From an optimization exercise on the open Yosys and OpenROAD flow, aimed at small area and few clock cycles; shortcuts taken in it are not production practice.
Function was checked by simulation only, so behaviour that the tests miss may differ from the original.
Power figures rest on the tool's default switching activity, not on a simulated workload.

### flow/design.v
module cfb_top (
    input  wire        clk,
    input  wire        rst,
    input  wire        req_valid,
    output wire        req_ready,
    input  wire [7:0]  req_op,
    input  wire [7:0]  req_arg,
    input  wire [7:0]  req_len,
    input  wire [31:0] req_cap,
    input  wire        pl_valid,
    output wire        pl_ready,
    input  wire [7:0]  pl_data,
    output wire        rsp_valid,
    input  wire        rsp_ready,
    output reg  [7:0]  rsp_data,
    output wire        rsp_first,
    output wire        rsp_last,
    output wire        rsp_eop,
    output wire [1:0]  rsp_kind,
    output wire [2:0]  rsp_cause,
    output wire        tout_valid,
    input  wire        tout_ready,
    output reg  [7:0]  tout_data,
    output reg         tout_last,
    output wire        tin_req_valid,
    input  wire        tin_req_ready,
    output wire [4:0]  tin_req_len,
    input  wire        tin_valid,
    output wire        tin_ready,
    input  wire [7:0]  tin_data,
    input  wire        tr_valid,
    output wire        tr_ready,
    input  wire [1:0]  tr_kind,
    input  wire [5:0]  tr_count,
    input  wire [7:0]  tr_code,
    output wire [1:0]  cs_state,
    output wire [3:0]  spd_state
);
    localparam DEPTH = 128;
    localparam OP_XCHG  = 8'h01;
    localparam OP_SPEED = 8'h02;
    localparam OP_REV   = 8'h10;
    localparam OP_CSF   = 8'h11;
    localparam OP_TILE  = 8'h12;
    localparam S_IDLE  = 3'd0;
    localparam S_CSON  = 3'd1;
    localparam S_TX    = 3'd2;
    localparam S_RXREQ = 3'd3;
    localparam S_RXDAT = 3'd4;
    localparam S_CSOFF = 3'd5;
    localparam S_SPD   = 3'd6;
    localparam S_RESP  = 3'd7;
    localparam R_DONE    = 2'd0;
    localparam R_FAIL    = 2'd1;
    localparam R_TIMEOUT = 2'd2;
    localparam E_NONE    = 3'd0;
    localparam E_FAILED  = 3'd1;
    localparam E_TIMEOUT = 3'd2;
    localparam E_SHORTWR = 3'd3;
    localparam E_SHORTRD = 3'd4;
    localparam M_BUF  = 2'd0;    
    localparam M_TILE = 2'd1;
    localparam M_CSF  = 2'd2;
    localparam CS_UNKNOWN    = 2'd0;
    localparam CS_DEASSERTED = 2'd1;
    localparam CS_ASSERTED   = 2'd2;
    reg [2:0]  fsm;
    reg [1:0]  md;         
    reg        sel;        
    reg [7:0]  lrem;       
    reg [7:0]  ld;         
    reg [7:0]  rem;        
    reg [6:0]  rd;         
    reg [5:0]  cnt;        
    reg        wres;       
    reg [7:0]  hv;         
    reg [2:0]  cause;      
    reg        rhdr;       
    reg [1:0]  cs;
    reg        spd_set;
    reg [2:0]  spd;        
    reg [2:0]  preq;       
    reg [8*DEPTH-1:0] sto;
    function [7:0] rev8(input [7:0] a);
        rev8 = {a[0], a[1], a[2], a[3], a[4], a[5], a[6], a[7]};
    endfunction
    wire       rx_wr  = (fsm == S_RXDAT) && tin_valid;
    wire       rev_wr = (fsm == S_IDLE) && req_valid && (req_op == OP_REV);
    assign     pl_ready = (lrem != 8'd0) && !rx_wr;
    wire       pl_wr  = pl_valid && pl_ready;
    wire       st_we  = rx_wr || pl_wr || rev_wr;
    wire [6:0] st_wa  = rx_wr ? rd : ld[6:0];
    wire [7:0] st_wd  = rx_wr ? tin_data : pl_wr ? pl_data : req_arg;
    genvar g;
    generate for (g = 0; g < DEPTH; g = g + 1) begin : g_row
        always @(posedge clk)
            if (st_we && st_wa == g)
                sto[8*g +: 8] <= st_wd;
    end endgenerate
    wire [7:0] st_arr [0:DEPTH-1];
    generate for (g = 0; g < DEPTH; g = g + 1) begin : g_arr
        assign st_arr[g] = sto[8*g +: 8];
    end endgenerate
    wire [7:0] st_q = st_arr[rd];
    wire is_out = (fsm == S_CSON) || (fsm == S_TX) || (fsm == S_CSOFF) || (fsm == S_SPD);
    wire tx_pay = (fsm == S_TX) && (cnt != 6'd0);    
    wire pay_ok = ld != {1'b0, rd};                   
    always @* begin
        tout_data = 8'h00;
        tout_last = 1'b0;
        case (fsm)
            S_CSON: begin
                tout_last = (cnt[1:0] == 2'd3);
                case (cnt[1:0])
                    2'd0: tout_data = 8'hAB;
                    2'd1: tout_data = 8'hB6;
                    2'd2: tout_data = 8'h7F;
                    default: tout_data = 8'h20;
                endcase
            end
            S_CSOFF: begin
                tout_last = (cnt[1:0] == 2'd2);
                case (cnt[1:0])
                    2'd0: tout_data = 8'hAB;
                    2'd1: tout_data = 8'hB7;
                    default: tout_data = 8'h20;
                endcase
            end
            S_SPD: begin
                tout_last = (cnt[1:0] == 2'd2);
                case (cnt[1:0])
                    2'd0: tout_data = 8'hAA;
                    2'd1: tout_data = {5'b01100, preq};
                    default: tout_data = 8'h00;
                endcase
            end
            S_TX: begin
                tout_last = tx_pay && ((cnt == 6'd31) || (rem == 8'd1));
                tout_data = tx_pay ? rev8(st_q) : 8'hA8;
            end
            default: ;
        endcase
    end
    assign tout_valid    = is_out && !wres && (!tx_pay || pay_ok);
    assign tin_req_valid = (fsm == S_RXREQ);
    assign tin_req_len   = cnt[4:0];
    assign tin_ready     = (fsm == S_RXDAT);
    assign tr_ready      = (is_out && wres) || (fsm == S_RXDAT);
    assign req_ready     = (fsm == S_IDLE);
    wire out_take = tout_valid && tout_ready;
    wire       res_ok = (tr_kind == R_DONE) && (tr_count == cnt);
    reg  [2:0] res_cause;
    always @* begin
        case (tr_kind)
            R_FAIL:    res_cause = E_FAILED;
            R_TIMEOUT: res_cause = E_TIMEOUT;
            default:   res_cause = (fsm == S_RXDAT) ? E_SHORTRD : E_SHORTWR;
        endcase
    end
    wire [7:0] res_val = (tr_kind == R_FAIL)    ? tr_code :
                         (tr_kind == R_TIMEOUT) ? 8'd0 : {2'b00, tr_count};
    wire       first_err = (cause == E_NONE) && !res_ok;
    wire tile_a8  = (cnt == 6'd0);
    wire tile_eop = !tile_a8 && ((cnt == 6'd31) || (rem == 8'd1));
    assign rsp_valid = (fsm == S_RESP) && (lrem == 8'd0);
    assign rsp_first = rhdr;
    assign rsp_kind  = (cause != E_NONE) ? 2'd2 : {1'b0, md == M_TILE};
    assign rsp_cause = cause;
    assign rsp_last  = rhdr ? ((cause != E_NONE) || (hv == 8'd0)) :
                       (md == M_TILE) ? (!tile_a8 && (rem == 8'd1)) : (hv == 8'd1);
    assign rsp_eop   = (md == M_TILE) && tile_eop;
    always @* begin
        if (rhdr)
            rsp_data = hv;
        else if (md == M_CSF) begin
            case ({sel, hv[2:0]})
                4'b1100: rsp_data = 8'hAB;
                4'b1011: rsp_data = 8'hB6;
                4'b1010: rsp_data = 8'h7F;
                4'b0011: rsp_data = 8'hAB;
                4'b0010: rsp_data = 8'hB7;
                default: rsp_data = 8'h20;
            endcase
        end else if (md == M_TILE && tile_a8)
            rsp_data = 8'hA8;
        else
            rsp_data = rev8(st_q);
    end
    assign cs_state  = cs;
    assign spd_state = {spd_set, spd};
    wire [7:0] npkts = (req_len == 0) ? 8'd0 : (req_len <= 31) ? 8'd1 : (req_len <= 62) ? 8'd2 :
                       (req_len <= 93) ? 8'd3 : (req_len <= 124) ? 8'd4 : 8'd5;
    wire [7:0] keep  = (req_cap < {24'd0, req_len}) ? req_cap[7:0] : req_len;
    always @(posedge clk) begin
        if (rst) begin
            fsm     <= S_IDLE;
            md      <= M_BUF;
            sel     <= 1'b0;
            lrem    <= 8'd0;
            ld      <= 8'd0;
            rem     <= 8'd0;
            rd      <= 7'd0;
            cnt     <= 6'd0;
            wres    <= 1'b0;
            hv      <= 8'd0;
            cause   <= E_NONE;
            rhdr    <= 1'b0;
            cs      <= CS_UNKNOWN;
            spd_set <= 1'b0;
            spd     <= 3'd0;
            preq    <= 3'd0;
        end else begin
            if (pl_wr) begin
                lrem <= lrem - 8'd1;
                ld   <= ld + 8'd1;
            end
            case (fsm)
                S_IDLE: if (req_valid) begin
                    rem   <= req_len;
                    rd    <= 7'd0;
                    cnt   <= 6'd0;
                    wres  <= 1'b0;
                    rhdr  <= 1'b1;
                    cause <= E_NONE;
                    sel   <= req_arg[0];
                    md    <= M_BUF;
                    case (req_op)
                        OP_REV: begin
                            hv  <= 8'd1;
                            fsm <= S_RESP;
                        end
                        OP_CSF: begin
                            md  <= M_CSF;
                            hv  <= req_arg[0] ? 8'd4 : 8'd3;
                            fsm <= S_RESP;
                        end
                        OP_TILE: begin
                            md   <= M_TILE;
                            hv   <= npkts;
                            lrem <= req_len;
                            fsm  <= S_RESP;
                        end
                        OP_XCHG: begin
                            hv   <= keep;
                            lrem <= req_len;
                            fsm  <= S_CSON;
                        end
                        OP_SPEED: begin
                            hv   <= 8'd0;
                            preq <= req_arg[2:0];
                            fsm  <= S_SPD;
                        end
                        default: ;
                    endcase
                end
                S_CSON, S_TX, S_CSOFF, S_SPD: begin
                    if (!wres) begin
                        if (out_take) begin
                            cnt <= cnt + 6'd1;
                            if (tx_pay) begin
                                rem <= rem - 8'd1;
                                rd  <= rd + 7'd1;
                            end
                            if (tout_last)
                                wres <= 1'b1;
                        end
                    end else if (tr_valid) begin
                        wres <= 1'b0;
                        cnt  <= 6'd0;
                        if (first_err) begin
                            cause <= res_cause;
                            hv    <= res_val;
                        end
                        case (fsm)
                            S_CSON: begin
                                cs  <= res_ok ? CS_ASSERTED : CS_UNKNOWN;
                                fsm <= (res_ok && rem != 8'd0) ? S_TX : S_CSOFF;
                            end
                            S_TX: begin
                                if (res_ok) begin
                                    cnt <= cnt - 6'd1;
                                    rd  <= rd - {1'b0, cnt} + 7'd1;
                                end
                                fsm <= res_ok ? S_RXREQ : S_CSOFF;
                            end
                            S_CSOFF: begin
                                cs  <= res_ok ? CS_DEASSERTED : CS_UNKNOWN;
                                rd  <= 7'd0;
                                fsm <= S_RESP;
                            end
                            default: begin  
                                spd_set <= res_ok;
                                spd     <= res_ok ? preq : 3'd0;
                                fsm     <= S_RESP;
                            end
                        endcase
                    end
                end
                S_RXREQ: if (tin_req_ready)
                    fsm <= S_RXDAT;
                S_RXDAT: begin
                    if (tin_valid)
                        rd <= rd + 7'd1;
                    else if (tr_valid) begin
                        cnt <= 6'd0;
                        if (first_err) begin
                            cause <= res_cause;
                            hv    <= res_val;
                        end
                        fsm <= (res_ok && rem != 8'd0) ? S_TX : S_CSOFF;
                    end
                end
                S_RESP: if (rsp_valid && rsp_ready) begin
                    if (rhdr)
                        rhdr <= 1'b0;
                    else if (md == M_TILE) begin
                        if (tile_a8)
                            cnt <= 6'd1;
                        else begin
                            rd  <= rd + 7'd1;
                            rem <= rem - 8'd1;
                            cnt <= tile_eop ? 6'd0 : cnt + 6'd1;
                        end
                    end else begin
                        rd <= rd + 7'd1;
                        hv <= hv - 8'd1;
                    end
                    if (rsp_last) begin
                        ld  <= 8'd0;
                        fsm <= S_IDLE;
                    end
                end
                default: fsm <= S_IDLE;
            endcase
        end
    end
endmodule
### flow/run.sh
#!/bin/bash
# synth_recipe.tcl (not shown) runs the flow's synth.tcl, then flattens the netlist and writes it again
# the make line also repeats each setting of config.mk as NAME=value (left out here)
make -C /OpenROAD-flow-scripts/flow DESIGN_CONFIG=/design/flow/config.mk WORK_HOME=/design/flow/orfs CLKGATE_MAP_FILE= SYNTH_SCRIPT=/design/flow/synth_recipe.tcl finish
### flow/config.mk
export PLATFORM = sky130hd
export DESIGN_NAME = cfb_top
export DESIGN_NICKNAME = cfb_top
export VERILOG_FILES = /design/flow/design.v
export SDC_FILE = /design/flow/constraint.sdc
export NUM_CORES = 4
export LEC_CHECK = 0
export CAP_MARGIN = 20
export CORE_MARGIN = 2
export CORE_UTILIZATION = 40
export CTS_BUF_LIST = sky130_fd_sc_hd__clkbuf_8
export CTS_CLUSTER_DIAMETER = 60
export CTS_CLUSTER_SIZE = 15
export PLACE_DENSITY = 0.6
export SLEW_MARGIN = 20
### flow/constraint.sdc
create_clock -name core_clock -period 10.0 [get_ports {clk}]
set_input_delay 2.0000 -clock core_clock [delete_from_list [all_inputs] [get_ports {clk}]]
set_output_delay 2.0000 -clock core_clock [all_outputs]
set_load 0.01 [all_outputs]
==> metrics.log <==
[metrics] GRT met2 Usage: 53.0%
[metrics] Setup-failing EPs final: 0
[metrics] post-route worst setup slack: 643 ps
[metrics] layout cells sized above 1: 13.6%
[metrics] area growth from synthesis to layout: 13.3%
[metrics] via count of the first global-routing pass: 31,903
[metrics] Worst Hold Margin: 455 ps
[metrics] width of the die: 341 µm
[metrics] final hold vios: 0
[metrics] First-pass DRT Iterations: 8
[metrics] share of Yosys cell area claimed by the top area cell type: 67.5%
[metrics] Overall Power: 10.4 mW
[metrics] die area: 0.117 mm²
[metrics] Vias: 35,926
[metrics] root buffer cell: sky130_fd_sc_hd__clkbuf_8
[metrics] count of H-tree levels built during CTS: 3
[metrics] WHS Endpoint: spd_set
[metrics] crit path time final: 9360 ps
[metrics] launch point of the worst reg-to-reg path: fsm[0]
[metrics] most used flip-flop cell after synthesis: sky130_fd_sc_hd__edfxtp_1
[metrics] netlist area before placement: 0.0456 mm²
[metrics] R2R Setup Slk: 4760 ps
[metrics] initial antenna violation count: 27
[metrics] Worst Clk Skew: 107 ps
[metrics] # clock sinks: 1,089
[metrics] starting DRC count in detailed routing: 7,762
[metrics] timing-limited maximum frequency: 107 MHz
[metrics] top cells by area, synth: sky130_fd_sc_hd__edfxtp_1 (68%), sky130_fd_sc_hd__a22oi_1 (4.4%), sky130_fd_sc_hd__and3_1 (3.2%)
[metrics] met3 GRT Util: 15.5%
[metrics] GR Util All Layers: 38.2%
[metrics] max-slew violation count: 0
[metrics] cell leakage power: 17.1 nW
[metrics] global routing met1 resource utilization: 48.5%
[metrics] Wirelength per Cell: 45.3 µm
[metrics] mean number of vias per cell: 7.15
[metrics] postcts setup bufs: 0
[metrics] core region area: 0.113 mm²
[metrics] synth unique cells: 83
[metrics] outcome: complete, no violations
[metrics] transition time at the pin with the least slew margin: 1310 ps
[metrics] worst endpoint required time: 8000 ps
[metrics] first-pass GRT wire length: 297,000 µm
[metrics] Initial Util: 40.4%
[metrics] Yosys warnings: 1
[metrics] critical hold path startpoint: spd_set
[metrics] final net count: 3,599
[metrics] fraction of the cycle the final worst path needs: 93.6%
[metrics] fraction of the yosys area taken by sequential cells: 70.4%
[metrics] critical path fanouts, max: 128
[metrics] overall overflow remaining after global route: 0
[metrics] async set or reset register ratio after synthesis: 0%
[metrics] Num CTS Buffers: 97
[metrics] number of top-level design ports: 140
[metrics] number of synthesized register bits: 1,089
[metrics] unrepaired setup endpoints after global routing: no
[metrics] average instance area after synthesis: 13.9 µm²
[metrics] RD Place Congestion: 1.08
[metrics] largest net degree at the start of global routing: 129
[metrics] reg2reg end: sto[258]
[metrics] count of fill cells added during filler insertion: 10,083
[metrics] worst hold path depth: 2
[metrics] Clock transition at path regs: 80 ps
[metrics] DPL Wire Length: 151,000 µm
[metrics] Post-Syn Instances: 3,286
[metrics] category of the most critical setup path: flop to primary output
[metrics] Register-to-Register Path Depth: 9
[metrics] post-detailed-routing wire length: 228,000 µm
[metrics] power per cell area: 202 mW/mm²
[metrics] peak supply drop: 0.000264 V
[metrics] number of gates given a new drive strength after cts: 0
[metrics] post-route ant nets: 0
[metrics] TritonCTS clock tree: built
[metrics] Clock Latency Late Sink: 880 ps
[metrics] cts-stage hold buffer count: 0
[metrics] DRC violation count after routing: 0
[metrics] Tightest Hold Check Type: flop to flop
[metrics] cell accounting for the most synthesized area: sky130_fd_sc_hd__edfxtp_1
[metrics] crit end category: primary output
[metrics] Post-Place Worst Slack: 1960 ps
[metrics] critical path arrival: 7360 ps
[metrics] post-route insts no fill: 5,025
[metrics] die height: 341 µm
[metrics] number of enable flip-flop cells after synthesis: 1,024
[metrics] highest-utilization routing layer at the global route stage: met2
[metrics] max cap viols: 0
[metrics] dpl cells: 4,858
[metrics] Std-Cell Rows: 123
[metrics] setup TNS: 0 ps
[metrics] worst slew slack as a fraction of its limit: 12.7%
[metrics] type of element launching the critical path: flop
[metrics] number of buffers between clock root and the deepest sink: 3
[metrics] number of buffers added on ports: 139
[metrics] net count after synthesis: 3,422
[Yosys cell counts (72+ instances only)]
| library cell | instances |
|---|---|
| sky130_fd_sc_hd__edfxtp_1 | 1024 |
| sky130_fd_sc_hd__nor2_1 | 277 |
| sky130_fd_sc_hd__a22oi_1 | 267 |
| sky130_fd_sc_hd__and3_1 | 235 |
| sky130_fd_sc_hd__clkbuf_1 | 191 |
| sky130_fd_sc_hd__nand3_1 | 123 |
| sky130_fd_sc_hd__a32oi_1 | 115 |
| sky130_fd_sc_hd__nand2_1 | 113 |
| sky130_fd_sc_hd__nand4_1 | 85 |
| sky130_fd_sc_hd__a21oi_1 | 82 |
| sky130_fd_sc_hd__a2111oi_0 | 72 |
[sequential cells by signal (all words and copies together) (netlist names)]
signal	count
sto	1024
cs	2
sel	1
rem	8
cnt	6
fsm	3
ld	8
spd	3
rhdr	1
hv	8
md	2
cause	3
wres	1
spd_set	1
rd	7
preq	3
lrem	8
[placed cells by master, fill, tap and decap left out, types with 65 or more instances in the layout]
| cell | n |
|---|---|
| sky130_fd_sc_hd__a22oi_1 | 267 |
| sky130_fd_sc_hd__buf_4 | 159 |
| sky130_fd_sc_hd__edfxtp_1 | 1024 |
| sky130_fd_sc_hd__nand4_1 | 85 |
| sky130_fd_sc_hd__o21ai_0 | 65 |
| sky130_fd_sc_hd__nor2_1 | 181 |
| sky130_fd_sc_hd__a21oi_1 | 82 |
| sky130_fd_sc_hd__and3_1 | 235 |
| sky130_fd_sc_hd__nor2_2 | 80 |
| sky130_fd_sc_hd__a2111oi_0 | 66 |
| sky130_fd_sc_hd__clkbuf_8 | 98 |
| sky130_fd_sc_hd__nand3_1 | 123 |
| sky130_fd_sc_hd__nand2_1 | 103 |
| sky130_fd_sc_hd__a32oi_1 | 115 |
| sky130_fd_sc_hd__clkdlybuf4s50_1 | 138 |
[through the flow]
stage	util, %	area (µm²)
after floorplan	-	45600
after global placement	44.0	49600
after detailed placement	44.1	49700
after CTS	45.7	51400
after global routing	45.8	51600
final	45.8	51600
[cell families after synthesis]
kind of cell / after synthesis / synth area share [%]
flops: 1089 / 70.4
simple gates: 1084 / 12.8
compound gates: 737 / 12.0
buf+inv: 272 / 2.35
fa+ha+maj: 39 / 1.09
xor+xnor: 38 / 0.731
mux: 27 / 0.648
[power breakdown]
group          total, mW  switching, mW  internal [mW]
registers           5.74         0.0961           5.64
clock network       2.65           1.68          0.977
logic               2.05           1.56          0.493
total               10.4           3.33           7.11
[per-layer routing]
| metal | share of wire [%] | up-vias |
|---|---|---|
| li1 | - | 13507 |
| met1 | 35 | 17857 |
| met2 | 41 | 3683 |
| met3 | 16 | 859 |
| met4 | 8.7 | 20 |
| met5 | 0.12 | - |
[how the worst max path moves through the flow]
stage / start / to / slack [ps] / depth (start not counted)
floorplan: rd[0] / tout_data[6] / 4440 / 11
global placement: rd[5] / tout_data[5] / 1490 / 10
detailed placement: rd[0] / rsp_data[0] / 1960 / 12
CTS: rd[0] / rsp_data[0] / 1070 / 12
global route: rd[0] / rsp_data[1] / 870 / 13
finish: rd[2] / rsp_data[1] / 640 / 11
[area by class of cell]
cell class / instances / area (µm²) / area share, %
diodes: 16 / 40.0 / 0.0776
repair buffers: 306 / 2690 / 5.21
clock buffers: 98 / 1350 / 2.61
clock inverters: 47 / 397 / 0.769
multi-input cells: 1925 / 13000 / 25.3
well taps: 1500 / 1880 / 3.64
inverters: 44 / 165 / 0.320
flip-flops and latches: 1089 / 32100 / 62.1
[worst max-delay path: stages, from the launching register on]
cell	delay [ps]
sky130_fd_sc_hd__dfxtp_1	740
sky130_fd_sc_hd__buf_4	390
sky130_fd_sc_hd__nor2_4	60
sky130_fd_sc_hd__buf_12	270
sky130_fd_sc_hd__and2_1	460
sky130_fd_sc_hd__a22oi_1	650
sky130_fd_sc_hd__nand4_1	840
sky130_fd_sc_hd__nor4_1	910
sky130_fd_sc_hd__nand4_1	620
sky130_fd_sc_hd__mux2_2	550
sky130_fd_sc_hd__a221o_1	400
sky130_fd_sc_hd__clkdlybuf4s50_1	500
Testbench counts, summed over its fixed seeds: cycles 89,893.

static timing again, ports no longer ideal:
No port has a modelled driver above. Below, the same layout with a new extraction and two added sets of constraints.
Step 1, drivers: a clkbuf_16 drives clk and a buf_2 each remaining input, both assumed.
Step 2 also shifts input and output timing later by t, the mid clock arrival at the registers, as if the neighbouring blocks saw the same clock.
Three values: ideal ports, drivers, drivers and shift; two values: the first two.
t, ns: 0.911
setup WS [ns]: 0.643 / 0.560 / 1.471
pins driven straight from the clock port: 1
After both steps this run still meets setup and hold. For this run, drivers alone change the setup slack by -0.083 ns; drivers and shift together by +0.828 ns.
